Background: an optimization exercise with open tools, aiming at small area and few clock cycles. Do not read the settings as production practice. The RTL was checked by simulation tests, not by an equivalence proof against the original design. The clock port is modelled as an ideal driver; clocking choices that lean on that would not hold on a real chip. Power is estimated from default activity; no workload was simulated.

run A:
// spi_flash_seq
module spi_flash_seq (
    input  wire        clk,
    input  wire        rst,
    input  wire        req_valid,
    output wire        req_ready,
    input  wire [2:0]  req_op,
    input  wire [23:0] req_addr,
    input  wire [15:0] req_len,
    input  wire [15:0] req_rd_len,
    input  wire [7:0]  req_dummy,
    input  wire [15:0] req_page_size,
    output wire [15:0] pl_addr,
    input  wire [7:0]  pl_data,
    output wire        out_valid,
    output wire [7:0]  out_data,
    output wire        resp_valid,
    output wire [3:0]  resp_code,
    output wire        tx_valid,
    output wire [7:0]  tx_data,
    output wire        tx_last,
    input  wire        tx_ready,
    input  wire        wr_done,
    input  wire        wr_err,
    input  wire [31:0] wr_count,
    output wire        rx_req,
    output wire [15:0] rx_max,
    input  wire        rx_valid,
    input  wire [7:0]  rx_data,
    input  wire        rx_last,
    input  wire        rx_err
);
For scale: ~1400 cells after synthesis, roughly 200 I/O pins, ~9800 um^2 of cells after synthesis.
clock: 10.0 ns
lec_check: 0
cap_margin: 20
core_margin: 2
core_utilization: 55
slew_margin: 20
standard.sh (not shown) runs the stock make flow with config.mk's settings and CLKGATE_MAP_FILE= SYNTH_SCRIPT=/design/flow/synth_recipe.tcl, a recipe that flattens the netlist after the stock synthesis.
==> flow/flow/run.sh <==
#!/bin/bash
# Layout flow: the standard flow (standard.sh) with three changes.
#  1. Between synthesis and floorplan, the combinational gates of the
#     standard synthesis netlist are re-mapped by ABC with area-oriented
#     scripts (each flip-flop instance, its name and cell type are kept;
#     the smallest result is used).
#  2. Ports are buffered with sky130_fd_sc_hd__buf_1 instead of the default.
#  3. Clock tree synthesis without dummy loads, with clkbuf_8 buffers; if
#     the flip-flop clock-pin slew after CTS comes out over 115 ps, CTS is
#     run again with clkbuf_16 buffers.
# Each tool's output goes to a log_*.txt file in this folder.
set -euo pipefail
R=orfs/results/sky130hd/spi_flash_seq/base
LOGS=orfs/logs/sky130hd/spi_flash_seq/base
YOSYS=$(command -v yosys || echo $FLOW_HOME/../tools/install/yosys/bin/yosys)
OPENROAD=$(command -v openroad || echo $FLOW_HOME/../tools/install/OpenROAD/bin/openroad)

export BUFFER_PORTS_ARGS="-buffer_cell sky130_fd_sc_hd__buf_1"
CTS_BASE="-sink_clustering_enable -repair_clock_nets -dont_use_dummy_load"
export CTS_ARGS="$CTS_BASE -buf_list sky130_fd_sc_hd__clkbuf_8"

# 1. standard synthesis
bash standard.sh synth > log_1_standard_synth.txt 2>&1

# 2. area re-mapping of the combinational logic
cp $R/1_2_yosys.v $R/1_2_yosys_standard.v
export REMAP_LIB=$FLOW_HOME/platforms/sky130hd/lib/sky130_fd_sc_hd__tt_025C_1v80.lib
export REMAP_IN=$R/1_2_yosys_standard.v
export REMAP_DONT_USE="$(grep -o -- '-dont_use [A-Za-z0-9_]*' $LOGS/1_2_yosys.log | awk '{print $2}' | sort -u | tr '\n' ' ')"
best=""; best_area=""
for s in flow/abc_*.abc; do
  n=$(basename $s .abc)
  REMAP_SCRIPT=$PWD/$s REMAP_OUT=$PWD/remap_$n.v REMAP_STAT_IN=$PWD/remap_${n}_stat_in.txt \
    REMAP_STAT_OUT=$PWD/remap_${n}_stat_out.txt $YOSYS -c flow/remap.tcl > log_2_remap_$n.txt 2>&1 &
done
wait
for s in flow/abc_*.abc; do
  n=$(basename $s .abc)
  a=$(grep -m1 "Chip area for module '.spi_flash_seq'" remap_${n}_stat_out.txt 2>/dev/null | awk '{print $NF}') || true
  [[ -n "$a" && -s remap_$n.v ]] || continue
  if [[ -z "$best" ]] || awk -v a=$a -v b=$best_area 'BEGIN{exit !(a<b)}'; then best=$n; best_area=$a; fi
done
echo "remap: using $best ($best_area um2)" > log_2_remap_choice.txt
if [[ -n "$best" ]]; then cp remap_$best.v $R/1_2_yosys.v; fi
rm -f $R/1_synth.odb $R/1_synth.sdc

# 3. floorplan, placement and CTS
bash standard.sh cts > log_3_standard_cts.txt 2>&1
slew=$(CLKCHECK_ODB=$R/4_cts.odb CLKCHECK_SDC=$R/4_cts.sdc $OPENROAD -no_init -exit flow/clkcheck.tcl 2>&1 | tee log_3_clkcheck.txt | awk '/^CLKSLEW/ {print $2}')
echo "clock slew after CTS with clkbuf_8: $slew" > log_3_clkcheck_choice.txt
if [[ -z "$slew" ]] || awk -v s=$slew 'BEGIN{exit !(s>0.115)}'; then
  echo "redo CTS with clkbuf_16" >> log_3_clkcheck_choice.txt
  bash standard.sh clean_cts > log_3_clean_cts.txt 2>&1
  export CTS_ARGS="$CTS_BASE -buf_list sky130_fd_sc_hd__clkbuf_16"
  bash standard.sh cts > log_3_standard_cts2.txt 2>&1
fi

# 4. the rest of the standard flow
bash standard.sh finish > log_4_standard_finish.txt 2>&1
Other scripts of this flow, unchanged in this note and not shown: flow/flow/abc_amap.abc, flow/flow/abc_amap2.abc, flow/flow/abc_amapm2.abc, flow/flow/abc_deep40.abc, flow/flow/clkcheck.tcl, flow/flow/remap.tcl
Testbench counts of run A, summed over its fixed seeds: cycles 1,078,149.
Input-level comparison between run B and run A:
diff --git a/flow/design.v b/flow/design.v
--- a/flow/design.v
+++ b/flow/design.v
@@ -101,14 +101,18 @@
             6'd14: hdr = 8'h02;
             6'd16: hdr = rdc[7:0];
             6'd17: hdr = {wrc[3:0], 1'b0, dmy, rdc[8]};
             6'd18: hdr = {3'd0, wrc[8:4]};
             6'd19: hdr = {4'd0, mode};
             6'd33: hdr = 8'h40;
             6'd34: hdr = 8'h40;
+            6'd48: hdr = opc;
+            6'd49: hdr = pre4 ? A[23:16] : 8'hFF;
+            6'd50: hdr = pre4 ? A[15:8] : 8'hFF;
+            6'd51: hdr = pre4 ? A[7:0] : 8'hFF;
             default: hdr = 8'h00;
         endcase
     end
     reg [7:0] preb;
     always @(*) begin
         if (!pre4)
             preb = (C[1:0] == 2'd0) ? opc : 8'hFF;
@@ -122,16 +126,15 @@
     wire [15:0] Pinc    = P + 16'd1;
     wire        pl_end  = (Pinc == PL);
     wire        pl_none = (PL == 16'd0);
     wire        hdr_end = setreg ? (C == 6'd47) : (C == 6'd7);
     wire        hdr_last = hdr_end & (~setreg | x0);
     wire        c3      = (C[1:0] == 2'd3);
     assign tx_valid = (st == S_HDR) | (st == S_PRE) | (st == S_PL) | (st == S_PAD);
-    assign tx_data  = (st == S_HDR) ? hdr : (st == S_PRE) ? preb :
-                      (st == S_PL) ? pl_data : 8'hFF;
+    assign tx_data  = (st == S_PL) ? pl_data : (st == S_PAD) ? 8'hFF : hdr;
     assign tx_last  = ((st == S_HDR) & hdr_last) | ((st == S_PRE) & c3 & pl_none) |
                       ((st == S_PL) & c3 & pl_end) | ((st == S_PAD) & c3);
     wire        cin   = (st == S_ADV);
     wire [15:0] Ssum  = S + P + {15'd0, cin};
     assign pl_addr = Ssum;
     wire [24:0] asum  = {1'b0, A} + {9'd0, (st == S_DISP) ? L : PS};
     wire        range_bad = asum[24] & (asum[23:0] != 24'd0);
--- outcome ---
- Going from run A to run B, global-route usage now larger; die area fell by 0.84%; total instance count after detailed placement dropped 0.83%.
- Taking run A as 1.0, run B lands at 0.810 on combinational power.
- The layout overhead on the synthesized area in run B sits 0.91 points below the value recorded for run A.
- Run B: clock-pin slew of the registers on the worst-case setup and hold paths 0.02 ns above run A
- Run B vs run A, final cell area excluding filler cells went down by 1.7%.
- Side by side, required time reported for the critical path endpoint turned out higher in run B than in run A.
- Delta (run B minus run A): filler cell count in the final layout climbed 15; portion of total power attributed to sequential cells climbed 2.0 points; routed wire length dropped 1.5%.
- Run A has a higher total routed wire length on the met1 layer than run B.
- Proportion of cell area occupied by multi-input gates (lower): run B
Testbench counts of run B, summed over its fixed seeds: cycles 1,078,149.

## what the ideal ports hide
How much do the figures lean on ideal ports? The routed layouts below were timed once more, with nothing changed but the port constraints.
Step 1 assumes that a clkbuf_16 drives the clock port and a buf_2 every other input.
Step 2 adds t to the input delays and takes it off the output delays; t is the mean of the earliest and latest rising clock arrival at the registers after step 1. Input paths then give back, and output paths get back, about the clock's delay inside the block.
Slacks: ideal ports / drivers / drivers and shift; pairs: ideal ports / drivers.
| run | t, ns | setup slack, ns | cell pins on the clock port's net |
|---|---|---|---|
| run A | 0.402 | 0.804 / 0.756 / 1.158 | 1 |
| run B | 0.426 | 1.297 / 1.297 / 1.297 | 1 |
After both steps setup and hold are still met in every run listed.
